Background: an optimization exercise with open tools, aiming at small area, a short achievable clock period and few clock cycles. Do not read the settings as production practice. The RTL was checked by simulation tests, not by an equivalence proof against the original design. Power figures rest on the tool's default switching activity, not on a simulated workload.

Design wirecodec, start of the top module:
module wirecodec (
    input             clk,
    input             rst,
    input             cmd_valid,
    output            cmd_ready,
    input      [15:0] cmd_word,
    input      [31:0] cmd_arg,
    input      [15:0] cmd_len,
    input             din_valid,
    output            din_ready,
    input       [7:0] din_data,
    output            dout_valid,
    input             dout_ready,
    output      [7:0] dout_data,
    output            rsp_valid,
    input             rsp_ready,
    output      [3:0] rsp_status,
    output     [31:0] rsp_rval,
    output     [11:0] mem_raddr,
    input       [7:0] mem_rdata,
    output            mem_we,
    output     [11:0] mem_waddr,
    output      [7:0] mem_wdata
);
    localparam OP_NOP         = 6'h00;
    localparam OP_CFG_SET_ADDR= 6'h01;
    localparam OP_CFG_SET_PORT= 6'h02;
    localparam OP_CFG_SET_FMT = 6'h03;
    localparam OP_CFG_GET_ADDR= 6'h04;
    localparam OP_CFG_GET_PORT= 6'h05;
    localparam OP_CFG_GET_FMT = 6'h06;
    localparam OP_NEW         = 6'h08;
    localparam OP_MAKE        = 6'h09;
    localparam OP_SET_SRC     = 6'h0A;
    localparam OP_SET_DST     = 6'h0B;
    localparam OP_SET_PORT    = 6'h0C;
    localparam OP_SET_FLAGS   = 6'h0D;
    localparam OP_SET_PAYLOAD = 6'h0E;
    localparam OP_SET_FLAG    = 6'h0F;
    localparam OP_GET_SRC     = 6'h10;
    localparam OP_GET_DST     = 6'h11;
    localparam OP_GET_PORT    = 6'h12;
    localparam OP_GET_FLAGS   = 6'h13;
    localparam OP_GET_LEN     = 6'h14;
    localparam OP_GET_PAYLOAD = 6'h15;
    localparam OP_GET_FLAG    = 6'h16;
    localparam OP_GET_VALID   = 6'h17;
    localparam OP_ENCODE      = 6'h18;
    localparam OP_DECODE      = 6'h19;
    localparam OP_RX          = 6'h1A;
    localparam OP_MATCH       = 6'h1B;
    localparam OP_XBEGIN      = 6'h1C;
    localparam OP_XNEXT       = 6'h1D;
    localparam OP_XSTAT       = 6'h1E;
  ...
For scale: ~120 flip-flops, roughly 170 I/O pins.
clock: 8.0 ns
lec_check: 0
abc_area: 1
cap_margin: 20
core_margin: 2
core_utilization: 40
setup_slack_margin: 4.6
slew_margin: 20
tns_end_percent: 0
standard.sh (not shown) runs the stock make flow with config.mk's settings and CLKGATE_MAP_FILE= SYNTH_SCRIPT=/design/flow/synth_recipe.tcl, a recipe that flattens the netlist after the stock synthesis.
==> flow/flow/run.sh <==
#!/bin/bash
# Standard ORFS layout (standard.sh), with the port buffers made from
# sky130_fd_sc_hd__buf_2 instead of the resizer's default choice.
set -euo pipefail
export BUFFER_PORTS_ARGS="-buffer_cell sky130_fd_sc_hd__buf_2"
bash standard.sh > standard_flow.log 2>&1
Testbench counts at the start, summed over its fixed seeds: cycles 337,368.
Rerun with:
--- a/flow/config.mk
+++ b/flow/config.mk
@@ -8 +8 @@
-export ABC_AREA = 1
+export ABC_AREA = 0
@@ -12 +12 @@
-export SETUP_SLACK_MARGIN = 4.6
+export SETUP_SLACK_MARGIN = 4.8
@@ -14 +13,0 @@
-export TNS_END_PERCENT = 0
Effect: Critical path depth grows by 2; via count shrinks by a few percent; routed wire length shrinks by a few percent; total power grows slightly; utilization grows by 5.0 points; clock power shrinks by a few percent; setup slack gains 79 ps; area after synthesis shrinks slightly.

========
wirecodec again, from the RTL that the note above started with.
clock: 8.0 ns
lec_check: 0
abc_area: 1
cap_margin: 20
core_margin: 2
core_utilization: 40
setup_slack_margin: 4.8
slew_margin: 20
Scripts as last shown in full above: flow/flow/run.sh
Testbench counts at the start, summed over its fixed seeds: cycles 337,368.
Rerun with:
==> flow/flow/run.sh (replaced) <==
#!/bin/bash
# Standard ORFS layout (standard.sh) with two changes:
#  - the port buffers are sky130_fd_sc_hd__buf_2 cells;
#  - ABC maps the combinational logic with flow/abc_area.script (Yosys's own
#    default ABC mapping script) in place of ORFS's abc_area.script.
# Everything else, the synthesis with its registers included, is ORFS's.
set -euo pipefail
rm -rf orfs_scripts
cp -r "$FLOW_HOME/scripts" orfs_scripts
cp flow/abc_area.script orfs_scripts/abc_area.script
export SCRIPTS_DIR="$PWD/orfs_scripts"
export BUFFER_PORTS_ARGS="-buffer_cell sky130_fd_sc_hd__buf_2"
bash standard.sh > standard_flow.log 2>&1
==> flow/flow/abc_area.script (new file) <==
strash
&get -n
&fraig -x
&put
scorr
dc2
dretime
strash
&get -n
&dch -f
&nf
&put
Settings changed: SETUP_SLACK_MARGIN 4.8 to 4.6.
=>
- The changed run finished clean
- synthesized cell count falls by 26%
- clock-buffer cell count does not change
- flip-flop and latch count stays the same
- final area rises by 1.1%
- total power rises by 0.89%
- die area falls by 11%
- cell count falls by 18%
- setup slack degrades by 370 ps
- utilization rises by 7.2 points

========
## the previous run
Another version of the RTL of wirecodec (not shown whole).
Size: about 130 flip-flops, about 0.014 mm2 of cells after synthesis.
clock: 8.0 ns
lec_check: 0
cap_margin: 20
core_margin: 2
core_utilization: 40
setup_slack_margin: 4.5
slew_margin: 20
run.sh (not shown) runs the stock make flow with config.mk's settings and CLKGATE_MAP_FILE= SYNTH_SCRIPT=/design/flow/synth_recipe.tcl, a recipe that flattens the netlist after the stock synthesis.
Stock flow here: none of the scripts above is used.
Every stage of the flow completed for the previous run, and the final layout passed the timing, DRC and antenna checks.
Testbench counts of the previous run, summed over its fixed seeds: cycles 334,954.
The inputs of the current run differ from those of the previous run as listed below.
Settings: SETUP_SLACK_MARGIN: 4.5 -> unset; ABC_AREA: unset -> 1.
Findings:
Taking the previous run as the reference, in the current run share of the cycle needed by the critical path after routing grew by 7.3 points; total placed cells including tap cells rose 23%; sequential share of layout area picked up an extra 2.0 points; clock network area share went up.
Diff the previous run -> the current run: clock power grew by about 2%; synthesis-to-layout area growth shrank by 23 points.
a211oi_2 as the cell with the largest stage delay on the worst path was reported by the previous run, and nor2_1 by the current run.
Taking the previous run as 1.0, the current run lands at 0.872 on final instance area.
The current run vs the previous run — maximum frequency dropped by more than 10%
Between the current run and the previous run, the total number of sequential cells figures differ only marginally.
Total power: the current run below the previous run
Against the previous run, the current run reports a data arrival time at the worst-slack endpoint that is lower.

afterwards: timing with drivers on the ports:
Ports are ideal in the flow. The routed layouts listed here were re-timed in OpenROAD. Step 1: set_driving_cell puts a clkbuf_16 on clk and a buf_2 on each other input, an assumption about the parent block. Step 2 adds t to the input delays and takes it off the output delays; t is the mean of the earliest and latest rising clock arrival at the registers after step 1. Input paths then give back, and output paths get back, about the clock's delay inside the block. a / b / c = ideal / step 1 / step 2; a / b = the first two.
run | t, ns | setup slack, ns | hold slack, ns
the first run of note 1 | 0.520 | 4.404 / 4.404 / 4.018 | 0.473 / 0.473 / 0.473
the second run of note 1 | 0.517 | 4.483 / 4.504 / 3.987 | 0.477 / 0.477 / 0.477
the first run of note 2 | 0.532 | 4.823 / 4.762 / 4.364 | 0.465 / 0.465 / 0.465
the second run of note 2 | 0.511 | 4.451 / 4.451 / 4.104 | 0.480 / 0.480 / 0.480
the previous run | 0.506 | 3.276 / 3.304 / 2.799 | 0.468 / 0.468 / 0.468
the current run | 0.532 | 2.693 / 2.637 / 2.786 | 0.522 / 0.522 / 0.522
After both steps every run listed still meets setup and hold. The setup slack of the second run of note 1, which loses most, moves by +0.021 ns with the drivers and by -0.496 ns with both steps.
